From an optimization exercise on the open Yosys and OpenROAD flow, aimed at small area, a short achievable clock period and few clock cycles; shortcuts taken in it are not production practice. Function was checked by simulation only, so behaviour that the tests miss may differ from the original.

`design/flow/design.v`:
```
module fp_round_pack #(
    parameter W = 28
) (
    input  wire              sign,
    input  wire              zsign,
    input  wire signed [11:0] exp,
    input  wire [W-1:0]      mant,
    output reg  [31:0]       res,
    output reg               ovf
);
    integer i;
    reg [6:0]          lz;
    reg                found;
    reg [W-1:0]        norm;
    reg signed [12:0]  be;
    reg [12:0]         rs;
    reg [W-1:0]        shifted;
    reg                stk_x;
    reg [23:0]         m24;
    reg                g, st, inc;
    reg [12:0]         efield;
    reg [39:0]         pk;
    always @* begin
        lz = 0;
        found = 1'b0;
        for (i = W - 1; i >= 0; i = i - 1) begin
            if (!found) begin
                if (mant[i]) found = 1'b1;
                else lz = lz + 1;
            end
        end
        norm = mant << lz;
        be = $signed({exp[11], exp}) - $signed({6'b0, lz}) + (W - 1 + 127);
        if (be >= 1) rs = 13'd0;
        else if (be < -W) rs = W + 1;
        else rs = 13'd1 - be;
        shifted = norm >> rs;
        stk_x = 1'b0;
        for (i = 0; i < W; i = i + 1)
            if (i < rs && norm[i]) stk_x = 1'b1;
        m24 = shifted[W-1:W-24];
        g   = shifted[W-25];
        st  = (|shifted[W-26:0]) | stk_x;
        inc = g & (st | m24[0]);
        efield = (be >= 1) ? be - 13'd1 : 13'd0;
        pk = {4'b0, efield, 23'b0} + {16'b0, m24} + {39'b0, inc};
        if (mant == {W{1'b0}}) begin
            res = {zsign, 31'b0};
            ovf = 1'b0;
        end else begin
            ovf = (pk[39:23] >= 17'd255);
            res = ovf ? {sign, 8'hFF, 23'b0} : {sign, pk[30:0]};
        end
    end
endmodule
module fp_add (
    input  wire [31:0] a,
    input  wire [31:0] b,
    input  wire        sub,
    output wire [31:0] res,
    output wire        ovf
);
    wire        sa = a[31];
    wire        sb = b[31] ^ sub;
    wire [30:0] mag_a = a[30:0];
    wire [30:0] mag_b = b[30:0];
    wire        swap = mag_b > mag_a;
    wire [30:0] hi_op   = swap ? mag_b : mag_a;
    wire [30:0] lo_op = swap ? mag_a : mag_b;
    wire        s_big   = swap ? sb : sa;
    wire        s_small = swap ? sa : sb;
    wire [7:0]  e_big   = (hi_op[30:23] == 8'd0) ? 8'd1 : hi_op[30:23];
    wire [7:0]  e_small = (lo_op[30:23] == 8'd0) ? 8'd1 : lo_op[30:23];
    wire [23:0] m_big   = {hi_op[30:23] != 8'd0, hi_op[22:0]};
    wire [23:0] m_small = {lo_op[30:23] != 8'd0, lo_op[22:0]};
    wire [7:0]  d = e_big - e_small;
    reg  [26:0] al;
    reg         stk;
    integer i;
    always @* begin
        if (d > 8'd27) begin
            al  = 27'd0;
            stk = |m_small;
        end else begin
            al  = {m_small, 3'b000} >> d;
            stk = 1'b0;
            for (i = 0; i < 27; i = i + 1)
                if (i < d && ((({m_small, 3'b000}) >> i) & 27'd1) != 27'd0) stk = 1'b1;
        end
    end
    wire [26:0] al_s = {al[26:1], al[0] | stk};
    wire        eff_sub = s_big ^ s_small;
    wire [27:0] sum = eff_sub ? ({1'b0, m_big, 3'b000} - {1'b0, al_s})
                              : ({1'b0, m_big, 3'b000} + {1'b0, al_s});
    wire signed [11:0] ex = $signed({4'b0, e_big}) - 12'sd127 - 12'sd26;
    fp_round_pack #(.W(28)) u_rp (
        .sign (s_big),
        .zsign(sa & sb),
        .exp  (ex),
        .mant (sum),
        .res  (res),
        .ovf  (ovf)
    );
endmodule
module fp_mul (
    input  wire [31:0] a,
    input  wire [31:0] b,
    output wire [31:0] res,
    output wire        ovf
);
    wire [7:0]  ea = (a[30:23] == 8'd0) ? 8'd1 : a[30:23];
    wire [7:0]  eb = (b[30:23] == 8'd0) ? 8'd1 : b[30:23];
    wire [23:0] ma = {a[30:23] != 8'd0, a[22:0]};
    wire [23:0] mb = {b[30:23] != 8'd0, b[22:0]};
    wire [47:0] p  = ma * mb;
    wire signed [11:0] ex = $signed({4'b0, ea}) + $signed({4'b0, eb}) - 12'sd254 - 12'sd46;
    wire s = a[31] ^ b[31];
    fp_round_pack #(.W(48)) u_rp (
        .sign (s),
        .zsign(s),
        .exp  (ex),
        .mant (p),
        .res  (res),
        .ovf  (ovf)
    );
endmodule
module fp_div (
    input  wire               clk,
    input  wire               rst,
    input  wire               start,
    input  wire               sn,
    input  wire [23:0]        mn,
    input  wire signed [11:0] en,
    input  wire               sd,
    input  wire [23:0]        md,
    input  wire signed [11:0] ed,
    output reg                done,
    output wire [31:0]        res,
    output wire               ovf
);
    function [4:0] lzc24(input [23:0] v);
        integer k;
        reg f;
        begin
            lzc24 = 5'd0;
            f = 1'b0;
            for (k = 23; k >= 0; k = k - 1) begin
                if (!f) begin
                    if (v[k]) f = 1'b1;
                    else lzc24 = lzc24 + 5'd1;
                end
            end
        end
    endfunction
    wire [4:0]  lzn = lzc24(mn);
    wire [4:0]  lzd = lzc24(md);
    wire [23:0] nn  = mn << lzn;
    wire [23:0] nd  = md << lzd;
    wire signed [11:0] ex0 = (en - $signed({7'b0, lzn})) - (ed - $signed({7'b0, lzd})) - 12'sd27;
    reg        busy;
    reg [4:0]  cnt;
    reg [25:0] rem;
    reg [23:0] dvs;
    reg [26:0] q;
    reg        sgn;
    reg        zero;
    reg signed [11:0] ex;
    wire [25:0] diff = rem - {2'b0, dvs};
    wire        ge   = (rem >= {2'b0, dvs});
    always @(posedge clk) begin
        if (rst) begin
            busy <= 1'b0;
            done <= 1'b0;
        end else begin
            done <= 1'b0;
            if (start) begin
                busy <= 1'b1;
                cnt  <= 5'd26;
                rem  <= {2'b0, nn};
                dvs  <= nd;
                q    <= 27'd0;
                sgn  <= sn ^ sd;
                zero <= (mn == 24'd0);
                ex   <= ex0;
            end else if (busy) begin
                q   <= {q[25:0], ge};
                rem <= (ge ? diff : rem) << 1;
                cnt <= cnt - 5'd1;
                if (cnt == 5'd0) begin
                    busy <= 1'b0;
                    done <= 1'b1;
                end
            end
        end
    end
    wire [27:0] mant = zero ? 28'd0 : {q, rem != 26'd0};
    fp_round_pack #(.W(28)) u_rp (
        .sign (sgn),
        .zsign(sgn),
        .exp  (ex),
        .mant (mant),
        .res  (res),
        .ovf  (ovf)
    );
endmodule
module ziz_qnt (
    input  wire        clk,
    input  wire        rst,
    input  wire        start,
    input  wire        op,
    input  wire [31:0] opa,
    input  wire [31:0] opb,
    input  wire [31:0] opc,
    output wire        ready,
    output reg         done,
    output reg  [31:0] res,
    output reg         oor,
    output reg  [2:0]  fcode
);
    localparam [31:0] F_ONE = 32'h3F800000;
    localparam [31:0] F_255 = 32'h437F0000;
    localparam [2:0] S_IDLE = 3'd0,
                     S_CHK  = 3'd1,
                     S_G    = 3'd2,
                     S_D    = 3'd3,
                     S_M    = 3'd4,
                     S_DIV  = 3'd5,
                     S_RND  = 3'd6,
                     S_A    = 3'd7;
    reg [2:0]  state;
    reg        op_r;
    reg [31:0] a_r, min_r, max_r;
    reg [31:0] g_r;      
    reg [31:0] x_r;      
    reg        div_go;
    assign ready = (state == S_IDLE);
    function is_finite(input [31:0] f);
        is_finite = (f[30:23] != 8'hFF);
    endfunction
    function is_zero(input [31:0] f);
        is_zero = (f[30:0] == 31'd0);
    endfunction
    wire fin_ok = is_finite(min_r) && is_finite(max_r) && (op_r || is_finite(a_r));
    wire eq_mm  = (max_r == min_r) || (is_zero(max_r) && is_zero(min_r));
    reg  lt_mm;
    always @* begin
        if (eq_mm)
            lt_mm = 1'b0;
        else if (max_r[31] != min_r[31])
            lt_mm = max_r[31];
        else if (!max_r[31])
            lt_mm = max_r[30:0] < min_r[30:0];
        else
            lt_mm = max_r[30:0] > min_r[30:0];
    end
    reg  [31:0] add_a, add_b;
    reg         add_sub;
    wire [31:0] add_res;
    wire        add_ovf;
    always @* begin
        case (state)
            S_G:     begin add_a = max_r; add_b = min_r; add_sub = 1'b1; end
            S_D:     begin add_a = a_r;   add_b = min_r; add_sub = 1'b1; end
            default: begin add_a = min_r; add_b = x_r;   add_sub = 1'b0; end
        endcase
    end
    fp_add u_add (.a(add_a), .b(add_b), .sub(add_sub), .res(add_res), .ovf(add_ovf));
    wire [31:0] mul_a = op_r ? x_r : F_255;
    wire [31:0] mul_b = op_r ? g_r : x_r;
    wire [31:0] mul_res;
    wire        mul_ovf;
    fp_mul u_mul (.a(mul_a), .b(mul_b), .res(mul_res), .ovf(mul_ovf));
    wire [23:0] xm = {x_r[30:23] != 8'd0, x_r[22:0]};
    wire signed [11:0] xe = $signed({4'b0, (x_r[30:23] == 8'd0) ? 8'd1 : x_r[30:23]}) - 12'sd127;
    wire [23:0] gm = {g_r[30:23] != 8'd0, g_r[22:0]};
    wire signed [11:0] ge = $signed({4'b0, (g_r[30:23] == 8'd0) ? 8'd1 : g_r[30:23]}) - 12'sd127;
    wire        div_sn = op_r ? 1'b0 : x_r[31];
    wire [23:0] div_mn = op_r ? {16'd0, a_r[7:0]} : xm;
    wire signed [11:0] div_en = op_r ? 12'sd23 : xe;
    wire        div_sd = op_r ? 1'b0 : g_r[31];
    wire [23:0] div_md = op_r ? 24'd255 : gm;
    wire signed [11:0] div_ed = op_r ? 12'sd23 : ge;
    wire        div_done;
    wire [31:0] div_res;
    wire        div_ovf;
    fp_div u_div (
        .clk(clk), .rst(rst), .start(div_go),
        .sn(div_sn), .mn(div_mn), .en(div_en),
        .sd(div_sd), .md(div_md), .ed(div_ed),
        .done(div_done), .res(div_res), .ovf(div_ovf)
    );
    reg  [7:0]  rnd_byte;
    reg         rnd_oor;
    reg  [23:0] tm;
    reg  signed [9:0] te;
    reg  [48:0] fx;
    reg  [23:0] ip;
    reg         half, stk, up;
    reg  [24:0] mag;
    reg  [31:0] big;
    always @* begin
        tm  = {x_r[30:23] != 8'd0, x_r[22:0]};
        te  = $signed({2'b0, (x_r[30:23] == 8'd0) ? 8'd1 : x_r[30:23]}) - 10'sd127;
        fx  = 49'd0;
        ip  = 24'd0;
        half = 1'b0;
        stk = 1'b0;
        up  = 1'b0;
        mag = 25'd0;
        big = 32'd0;
        rnd_byte = 8'd0;
        rnd_oor  = 1'b0;
        if (te < -10'sd1) begin
            rnd_byte = 8'd0;
            rnd_oor  = 1'b0;
        end else if (te <= 10'sd23) begin
            fx   = {tm, 25'd0} >> (10'sd23 - te);
            ip   = fx[48:25];
            half = fx[24];
            stk  = |fx[23:0];
            up   = half & (stk | ip[0]);
            mag  = {1'b0, ip} + {24'd0, up};
            if (x_r[31]) begin
                rnd_byte = 8'd0 - mag[7:0];
                rnd_oor  = (mag != 25'd0);
            end else begin
                rnd_byte = mag[7:0];
                rnd_oor  = (mag > 25'd255);
            end
        end else if (te <= 10'sd31) begin
            big = {8'd0, tm} << (te - 10'sd23);
            rnd_byte = x_r[31] ? 8'd0 - big[7:0] : big[7:0];
            rnd_oor  = 1'b1;
        end else begin
            rnd_byte = 8'd0;
            rnd_oor  = 1'b1;
        end
    end
    task finish(input [31:0] r, input o, input [2:0] f);
        begin
            state <= S_IDLE;
            done  <= 1'b1;
            res   <= r;
            oor   <= o;
            fcode <= f;
        end
    endtask
    always @(posedge clk) begin
        if (rst) begin
            state  <= S_IDLE;
            done   <= 1'b0;
            div_go <= 1'b0;
            res    <= 32'd0;
            oor    <= 1'b0;
            fcode  <= 3'd0;
        end else begin
            done   <= 1'b0;
            div_go <= 1'b0;
            case (state)
                S_IDLE: begin
                    if (start) begin
                        op_r  <= op;
                        a_r   <= opa;
                        min_r <= opb;
                        max_r <= opc;
                        state <= S_CHK;
                    end
                end
                S_CHK: begin
                    if (!fin_ok)
                        finish(32'd0, 1'b0, 3'd6);
                    else if (lt_mm)
                        finish(32'd0, 1'b0, 3'd7);
                    else
                        state <= S_G;
                end
                S_G: begin
                    if (eq_mm) begin
                        g_r <= F_ONE;
                    end else begin
                        g_r <= add_res;
                    end
                    if (!eq_mm && add_ovf)
                        finish(32'd0, 1'b0, 3'd6);
                    else if (op_r) begin
                        state  <= S_DIV;
                        div_go <= 1'b1;
                    end else
                        state <= S_D;
                end
                S_D: begin
                    x_r <= add_res;
                    if (add_ovf)
                        finish(32'd0, 1'b0, 3'd6);
                    else
                        state <= S_M;
                end
                S_M: begin
                    x_r <= mul_res;
                    if (mul_ovf)
                        finish(32'd0, 1'b0, 3'd6);
                    else if (op_r)
                        state <= S_A;
                    else begin
                        state  <= S_DIV;
                        div_go <= 1'b1;
                    end
                end
                S_DIV: begin
                    if (div_done) begin
                        x_r <= div_res;
                        if (div_ovf)
                            finish(32'd0, 1'b0, 3'd6);
                        else if (op_r)
                            state <= S_M;
                        else
                            state <= S_RND;
                    end
                end
                S_RND: begin
                    finish({24'd0, rnd_byte}, rnd_oor, 3'd0);
                end
                S_A: begin
                    if (add_ovf)
                        finish(32'd0, 1'b0, 3'd6);
                    else
                        finish(add_res, 1'b0, 3'd0);
                end
                default: state <= S_IDLE;
            endcase
        end
    end
endmodule
```
`design/flow/run.sh`:
```
#!/bin/bash
# synth_recipe.tcl (not shown) runs the flow's synth.tcl, then flattens the netlist and writes it again
# the make line also repeats each setting of config.mk as NAME=value (left out here)
make -C /OpenROAD-flow-scripts/flow DESIGN_CONFIG=/design/flow/config.mk WORK_HOME=/design/flow/orfs CLKGATE_MAP_FILE= SYNTH_SCRIPT=/design/flow/synth_recipe.tcl finish
```
`design/flow/config.mk`:
```
export PLATFORM = sky130hd
export DESIGN_NAME = ziz_qnt
export DESIGN_NICKNAME = ziz_qnt
export VERILOG_FILES = /design/flow/design.v
export SDC_FILE = /design/flow/constraint.sdc
export NUM_CORES = 4
export LEC_CHECK = 0
export CAP_MARGIN = 20
export CORE_MARGIN = 2
export CORE_UTILIZATION = 40
export PLACE_DENSITY = 0.6
export SLEW_MARGIN = 20
```
`design/flow/constraint.sdc`:
```
create_clock -name core_clock -period 45.0 [get_ports {clk}]
set_input_delay 9.0000 -clock core_clock [delete_from_list [all_inputs] [get_ports {clk}]]
set_output_delay 9.0000 -clock core_clock [all_outputs]
set_load 0.01 [all_outputs]
```
==> results.toml <==
[worst_setup_path]
cp-start-kind = "flop"
r2r_cells = 160
cp.arrival_ns = 43.08
cp-end-kind = "flop"
slowest_stage = "a311oi_2"
cp_top_family = "compound AO/OA/AOI/OAI gates"
setup.worst_path.end = "res[1]"
path_common_cell = "ha_1"
max_stage_delay_ns = 0.95
rr_startpoint = "state[1]"
cp_num_buf_inv = 16
required_ns = 45.53
path_class = "flop to flop"
r2r-end = "res[1]"
path_depth = 160
worstPathMaxFanout = 37
startpoint = "state[1]"
r2r_slack_ns = 2.45

[clocking]
htree_levels = 2
cts_buffers = 36
clk_latency_ns = 0.61
cts.sinks = 299
cts-root-buf = "clkbuf_16"
cts.clk_slew.worst_paths_ns = 0.06
cts_buffer_depth = 3
cts_tree = "built"

[timing]
setup_viol = 0
fin_crit_ns = 42.55
skew_ns = 0.03859
worst_pin_slew_ns = 1.190
hold_violations = 0
hold_ws_ns = 0.4548
max_freq_mhz = 23.50
slew_viol_final = 0
min_period_over_period_pct = 94.56
fin_ws_ns = 2.450
max_slew_margin_pct = 20.38
fin_setup_tns_ns = 0

[yosys]
synth_fa_ha_area_share_pct = 19.45
syn_nets = 13510
yosysUniqueCellTypes = 145
seq_area_frac_synth_pct = 9.626
netlist_instances = 12350
yosys.area_share.xor_xnor_pct = 7.464
async_flop_share_pct = 0
synth_top_family_by_area = "simple AND/OR/NAND/NOR gates"
avgSynthCellArea_sq_um = 7.197
synth_seq_cells = 299
synth-edff-count = 257
ys.flop_type = "edfxtp_1"
syn-cell-area_sq_um = 88910
synth_mux_area_share_pct = 7.298
synth_compound_area_share_pct = 22.34
yosys_warnings = 5
synthSimpleGateAreaFrac_pct = 26.71

[die]
start_util_pct = 40.11
dieArea_sq_um = 226100
coreArea_sq_um = 221700
fp.dieW_microns = 475.5
num_rows = 173
die_h_microns = 475.5
pin_count = 138

[global_route]
antenna_found_initial = 10
grt-ovfl-total = 0
grt_pass1_vias = 90390
grt_pass1_wl_microns = 576900
grt_max_degree = 113
groute.usage.overall_pct = 32.95

[routing]
drtAntennaViolNets = 0
vias = 95500
wl_per_cell_microns = 25.50
drtPass1Iterations = 6
via_per_inst = 6.295
drtIter0Drc = 10870
routed_wl_microns = 386800
drc = 0

[placement]
placed_cells = 15090
preCtsSetupSlack_ns = 2.337
gp_congestion = 1.037
place_hpwl_microns = 309300
io_buffer_count = 137

[worst_hold_path]
hold_depth = 2
min_path_type = "flop to flop"

[run]
maxCapViolCount = 0

[cells_and_area]
area_delta_synth_final_pct = 7.227
fin_cells = 15170
drive_gt1_share_pct = 6.876
layout.nets = 13320

[run_status]
status = "complete, no violations"
-- placed cells by master, fill, tap and decap left out, types with 65 or more instances in the layout --
master           Yosys  routed
ha_1               560     560
nand2b_1           106     105
or2_2               69      69
a21oi_1            824     821
and3_1             282     280
a31oi_1            109     108
nor2_1            1387    1382
o22ai_1             96      95
and2_1             173     170
o21ai_0            661     659
nor4_1             111     109
mux2_2             166     166
buf_4               10     298
a22oi_1             67      67
inv_1              938     938
nor2b_1            108     105
or3_1               90      90
xor2_1             203     198
mux2i_1            385     384
a211oi_1            89      86
nor3_1             305     299
a21o_1             136     136
nand2_1           1658    1657
o211ai_1           119     119
edfxtp_1           257     257
fa_1               499     499
o221ai_1            65      65
nand3_1            353     353
clkdlybuf4s50_1      0     136
xnor2_1            386     370
o21a_1              78      78
nand4_1            140     140
-- synthesized netlist by cell type, types with 34 or more instances --
library cell  instances  area [sq um]
a21o_1              136          1021
o21ai_1              53         265.3
mux2_2              166          1869
o21ai_0             661          3308
o22ai_1              96         600.6
a21boi_0             38         285.3
a21oi_1             824          4124
nand2b_1            106         663.1
a31oi_1             109         681.9
buf_1                75         281.5
nor4_1              111         694.4
o21a_1               78         585.6
nor3_1              305          1526
a221oi_1             34         297.8
xnor3_1              38         855.8
o21bai_1             52         390.4
a211oi_1             89         668.1
edfxtp_1            257          7717
nand2_1            1658          6223
nand3_1             353          1767
or4_1                47         352.8
or2_2                69         431.7
inv_1               938          3521
and3_1              282          1764
nor2b_1             108         675.7
xnor2_1             386          3381
clkbuf_1            539          2023
nor2_1             1387          5206
o31ai_1              60         450.4
o2111ai_1            38         332.8
nand4_1             140         875.8
nor3b_1              52         390.4
o211ai_1            119         893.4
mux2i_1             385          3854
buf_2                42         210.2
a22oi_1              67         503.0
ha_1                560          7007
xor2_1              203          1778
fa_1                499          9990
or3_1                90         563.0
o221ai_1             65         569.3
and2_1              173          1082
a211o_1              46         402.9
dfxtp_1              42         840.8
-- sequential cells by signal (all words and copies together), names as in the netlist --
signal      cells
a_r            32
g_r            32
max_r          32
min_r          32
res            32
x_r            32
u_div.q        27
u_div.rem      26
u_div.dvs      24
u_div.ex       12
u_div.cnt       5
state           3
fcode           2
div_go          1
done            1
oor             1
op_r            1
u_div.busy      1
u_div.done      1
u_div.sgn       1
u_div.zero      1
-- per-stage QoR --
| step | util (%) | instance area, sq um |
|---|---|---|
| final | 43.01 | 95330 |
| after global routing | 43.00 | 95320 |
| after CTS | 42.93 | 95150 |
| after detailed placement | 42.36 | 93900 |
| after global placement | 42.35 | 93880 |
| after floorplan | - | 88910 |
-- worst min-delay path, stage by stage, from the launching register on --
cell     delay, ns
dfxtp_1       0.31
nand2_1       0.05
a21oi_1       0.05
-- logic make-up after synthesis --
group / count (synthesis)
adder cells (fa/ha/maj): 1089
AO/OA/AOI/OAI: 3031
XOR/XNOR: 657
buffers and inverters: 1637
flip-flops: 299
multiplexers: 589
AND/OR/NAND/NOR: 5052
-- worst min-delay path by stage --
stage	from	to	slack [ns]
2_1_floorplan	u_div.busy	u_div.done	0.46
3_3_place_gp	res[4]	res[4]	0.45
3_5_place_dp	res[6]	res[6]	0.45
4_1_cts	res[4]	res[4]	0.46
5_1_grt	res[4]	res[4]	0.46
6_report	res[4]	res[4]	0.45
-- final cells by class --
type | count | area, sq um
Fill cell | 22940 | 126300
Multi-Input combinational cell | 10420 | 74420
Sequential cell | 299 | 8561
Timing Repair Buffer | 446 | 3755
Tap cell | 2975 | 3722
Inverter | 960 | 3606
Clock buffer | 40 | 915.9
Clock inverter | 25 | 339.1
Antenna cell | 7 | 17.52
-- per-layer routing --
metal  wire [microns]  GRT usage (%)
met1           165000          45.33
met2           167900          50.81
met3            32080          4.477
met4            21840          15.61
met5               56              0
-- repair_timing --
action | in CTS | in global routing
endpoints found under the hold margin | 0 | 0
hold buffers | 0 | 0
endpoints found under the setup margin | 0 | 71
gates resized for setup | 0 | 17
buffers inserted | 0 | 9
Testbench counts, summed over its fixed seeds: cycles 66,275.

-- what the ideal ports hide --
The results above use ideal ports. As a check the final layout listed here was re-extracted and re-timed, cells and wires unchanged.
Step 1 sets driving cells, clkbuf_16 on the clock port and buf_2 on the other inputs (assumed; they add their load-dependent delay and slew).
Step 2 also shifts input and output timing later by t, the mid clock arrival at the registers, as if the neighbouring blocks saw the same clock.
Three values: ideal ports, drivers, drivers and shift; two values: the first two.
t, ns: 0.676
setup WS [ns]: 2.450 / 2.450 / 2.450
hold WS [ns]: 0.455 / 0.455 / 0.455
clock arrival spread, ns: 0.042 / 0.042
After both steps this run still meets setup and hold. For this run, drivers alone change the setup slack by 0.000 ns; drivers and shift together by 0.000 ns.
